Background: an optimization exercise with open tools, aiming at small area, a short achievable clock period and few clock cycles per item. Do not read the settings as production practice.
Only simulation tests tie the RTL to the original design; equivalence was not proved.

// lac_gscale
module lac_gscale (
    input  wire        clk,
    input  wire        rst_n,
    input  wire        in_valid,
    output wire        in_ready,
    input  wire [31:0] in_r0,
    output reg         out_valid,
    input  wire        out_ready,
    output reg  [31:0] out_s
);
Size in the first run: roughly 1,100 flip-flops, about 70 I/O pins, about 78,000 sq um of cells after synthesis.
clock: 30.0 ns
lec_check: 0
abc_area: 1
cap_margin: 20
core_margin: 2
core_utilization: 40
slew_margin: 20
standard.sh (not shown) runs the stock make flow with config.mk's settings and CLKGATE_MAP_FILE= SYNTH_SCRIPT=/design/flow/synth_recipe.tcl, a recipe that flattens the netlist after the stock synthesis.
==> flow/flow/run.sh <==
#!/bin/bash
# Own flow: the standard layout (standard.sh: the standard synthesis,
# floorplan, placement, CTS, routing and finishing, all unchanged), with
# ORFS's timing repair (floorplan, CTS and global-route repair_timing) asked
# to keep SETUP_SLACK_MARGIN ns of setup slack at the design's clock period.
# The constraints (constraint.sdc) are the design's; only how hard the
# resizer works changes.  make's output goes to layout.log; ORFS writes each
# step's own log under orfs/logs.
set -euo pipefail
export SETUP_SLACK_MARGIN=22.8
bash standard.sh finish > layout.log 2>&1
Testbench counts at the start, summed over its fixed seeds: cycles 2,544, items 2,400.
Change:
--- a/flow/flow/run.sh
+++ b/flow/flow/run.sh
@@ -9,3 +9,3 @@
 set -euo pipefail
-export SETUP_SLACK_MARGIN=22.8
+export SETUP_SLACK_MARGIN=22
 bash standard.sh finish > layout.log 2>&1
--- a/flow/config.mk
+++ b/flow/config.mk
@@ -7,3 +7,2 @@
 export LEC_CHECK = 0
-export ABC_AREA = 1
 export CAP_MARGIN = 20
- hold slack hardly moves
- via count decreases by a little under a tenth
- global-route usage decreases by 1.5 points
- clock-buffer cell count increases by 2
- setup slack gets worse by 0.46 ns
- routed wire length came out lower by a little under a tenth
- register-to-register slack got worse by 0.80 ns
- cell count falls by roughly a tenth
Change:
--- a/flow/config.mk
+++ b/flow/config.mk
@@ -7,2 +7,3 @@
 export LEC_CHECK = 0
+export ABC_AREA = 1
 export CAP_MARGIN = 20
The changed run completed with no timing, DRC or antenna violations.
Utilization drops by 0.85 points.
Die area barely changes.
Synthesized cell count climbs by about a fifth.
Routed wire length climbs slightly.
Register-to-register slack is better by 0.21 ns.
Clock-buffer cell count climbs by 15.
Design area drops slightly.
Flip-flop and latch count is unchanged.
Setup slack is better by 0.019 ns.
Change:
--- a/flow/config.mk
+++ b/flow/config.mk
@@ -7,3 +7,2 @@
 export LEC_CHECK = 0
-export ABC_AREA = 1
 export CAP_MARGIN = 20
@@ -11,2 +10,4 @@
 export CORE_UTILIZATION = 40
+export CTS_BUF_LIST = sky130_fd_sc_hd__clkbuf_8
+export CTS_CLUSTER_SIZE = 30
 export SLEW_MARGIN = 20
Result:
- The changed run produced a clean layout
- utilization came out higher by 0.70 points
- die area stays flat
- routed wire length falls by 0.66%
- critical path depth went down by 1
- setup slack got worse by 0.049 ns
- register-to-register slack got worse by 0.14 ns
- cell count went down by 11%
- non-clock buffer count increases by 147
- synthesized area hardly moves
Change:
--- a/flow/flow/run.sh
+++ b/flow/flow/run.sh
@@ -9,3 +9,3 @@
 set -euo pipefail
-export SETUP_SLACK_MARGIN=22
+export SETUP_SLACK_MARGIN=22.4
 bash standard.sh finish > layout.log 2>&1
--- a/flow/config.mk
+++ b/flow/config.mk
@@ -7,2 +7,3 @@
 export LEC_CHECK = 0
+export ABC_AREA = 1
 export CAP_MARGIN = 20
@@ -11,3 +12,2 @@
 export CTS_BUF_LIST = sky130_fd_sc_hd__clkbuf_8
-export CTS_CLUSTER_SIZE = 30
 export SLEW_MARGIN = 20
What happened: Via count grows by a few percent; count of clock-buffer cells in the layout goes up by 5; core utilization goes down by 0.19 points; setup slack improves by 0.30 ns; cell area decreases slightly.
Change:
--- a/flow/flow/run.sh
+++ b/flow/flow/run.sh
@@ -9,3 +9,3 @@
 set -euo pipefail
-export SETUP_SLACK_MARGIN=22.4
+export SETUP_SLACK_MARGIN=22
 bash standard.sh finish > layout.log 2>&1
--- a/flow/config.mk
+++ b/flow/config.mk
@@ -7,7 +7,5 @@
 export LEC_CHECK = 0
-export ABC_AREA = 1
 export CAP_MARGIN = 20
 export CORE_MARGIN = 2
-export CORE_UTILIZATION = 40
-export CTS_BUF_LIST = sky130_fd_sc_hd__clkbuf_8
+export CORE_UTILIZATION = 55
 export SLEW_MARGIN = 20
Result: Setup slack degrades by 0.30 ns; clock-buffer cell count goes down by 60; maximum frequency goes down by 3.8%; synthesized cell count goes down by 15%; critical path depth goes up by 2.

---

Starting RTL as in the previous note.
clock: 30.0 ns
lec_check: 0
cap_margin: 20
core_margin: 2
core_utilization: 40
slew_margin: 20
==> flow/flow/run.sh <==
#!/bin/bash
# Own flow: the standard layout (standard.sh: the standard synthesis,
# floorplan, placement, CTS, routing and finishing, all unchanged), with
# ORFS's timing repair (floorplan, CTS and global-route repair_timing) asked
# to keep SETUP_SLACK_MARGIN ns of setup slack at the design's clock period.
# The constraints (constraint.sdc) are the design's; only how hard the
# resizer works changes.  make's output goes to layout.log; ORFS writes each
# step's own log under orfs/logs.
set -euo pipefail
export SETUP_SLACK_MARGIN=22.7
bash standard.sh finish > layout.log 2>&1
Testbench counts at the start, summed over its fixed seeds: cycles 2,544, items 2,400.
Next try:
==> flow/flow/run.sh (replaced) <==
#!/bin/bash
# Own flow: the standard layout (standard.sh: the standard synthesis,
# floorplan, placement, CTS, routing and finishing, all unchanged), with
#  - ORFS's timing repair (floorplan, CTS and global-route repair_timing)
#    asked to keep SETUP_SLACK_MARGIN ns of setup slack at the design's
#    clock period;
#  - the port buffers that placement inserts on every input and output made
#    buf_4 cells rather than the default delay-buffer cells.
# The constraints (constraint.sdc) are the design's; only how the resizer
# and the port buffering work changes.  make's output goes to layout.log;
# ORFS writes each step's own log under orfs/logs.
set -euo pipefail
export SETUP_SLACK_MARGIN=22.4
export BUFFER_PORTS_ARGS="-buffer_cell sky130_fd_sc_hd__buf_4"
bash standard.sh finish > layout.log 2>&1
Settings changed: ABC_AREA from default to 1.
What happened: Count of clock-buffer cells in the layout went up by 21. Global-route usage went up by 0.22 points. Via count went up by 0.45%. Setup slack gets better by 290 ps. Clock skew went up by 6.2 ps. Final area went down by 7.3%. First-iteration DRC count went down by 8.3%.
Next try:
==> flow/flow/run.sh (replaced) <==
#!/bin/bash
# Own flow: the standard layout (standard.sh: the standard synthesis,
# floorplan, placement, CTS, routing and finishing, all unchanged), with
# ORFS's timing repair (floorplan, CTS and global-route repair_timing) asked
# to keep SETUP_SLACK_MARGIN ns of setup slack at the design's clock period.
# The constraints (constraint.sdc) are the design's; only how hard the
# resizer works changes.  make's output goes to layout.log; ORFS writes each
# step's own log under orfs/logs.
set -euo pipefail
export SETUP_SLACK_MARGIN=22.4
bash standard.sh finish > layout.log 2>&1
After rerunning: Fmax drops by about 0.6%; first-iteration DRC count climbs by about 1.3%; cell area climbs by about 0.35%; global-route usage stays flat.

==> re-timing with driven ports <==
No port has a modelled driver above. Below, the same layouts with a new extraction and two added sets of constraints. Step 1: set_driving_cell puts a clkbuf_16 on clk and a buf_2 on each other input, an assumption about the parent block. Step 2 times the ports against the registers' clock, not the clock port: input delays grow and output delays shrink by t, the midpoint of the rising clock arrivals with the driver on. Three values: ideal, step 1, step 2; two values: the first two.
| run | t (ns) | slack for setup (ns) | slew at the worst register clock pin (ns) |
|---|---|---|---|
| the first run of note 1 | 0.843 | 22.605 / 22.522 / 22.075 | 0.07 / 0.07 |
| the second run of note 1 | 0.848 | 22.141 / 22.084 / 21.558 | 0.07 / 0.07 |
| the third run of note 1 | 0.843 | 22.159 / 22.075 / 21.728 | 0.06 / 0.06 |
| the fourth run of note 1 | 1.010 | 22.110 / 22.030 / 21.525 | 0.07 / 0.07 |
| the fifth run of note 1 | 0.985 | 22.406 / 22.327 / 21.741 | 0.07 / 0.07 |
| the sixth run of note 1 | 0.804 | 22.106 / 22.029 / 21.636 | 0.07 / 0.07 |
| the first run of note 2 | 0.843 | 22.226 / 22.226 / 21.994 | 0.07 / 0.07 |
| the second run of note 2 | 0.842 | 22.514 / 22.433 / 22.362 | 0.06 / 0.06 |
| the third run of note 2 | 0.847 | 22.470 / 22.385 / 21.917 | 0.07 / 0.07 |
After both steps setup and hold are still met in every run listed. For the fifth run of note 1, which loses most, drivers alone change the setup slack by -0.079 ns; drivers and shift together by -0.665 ns.
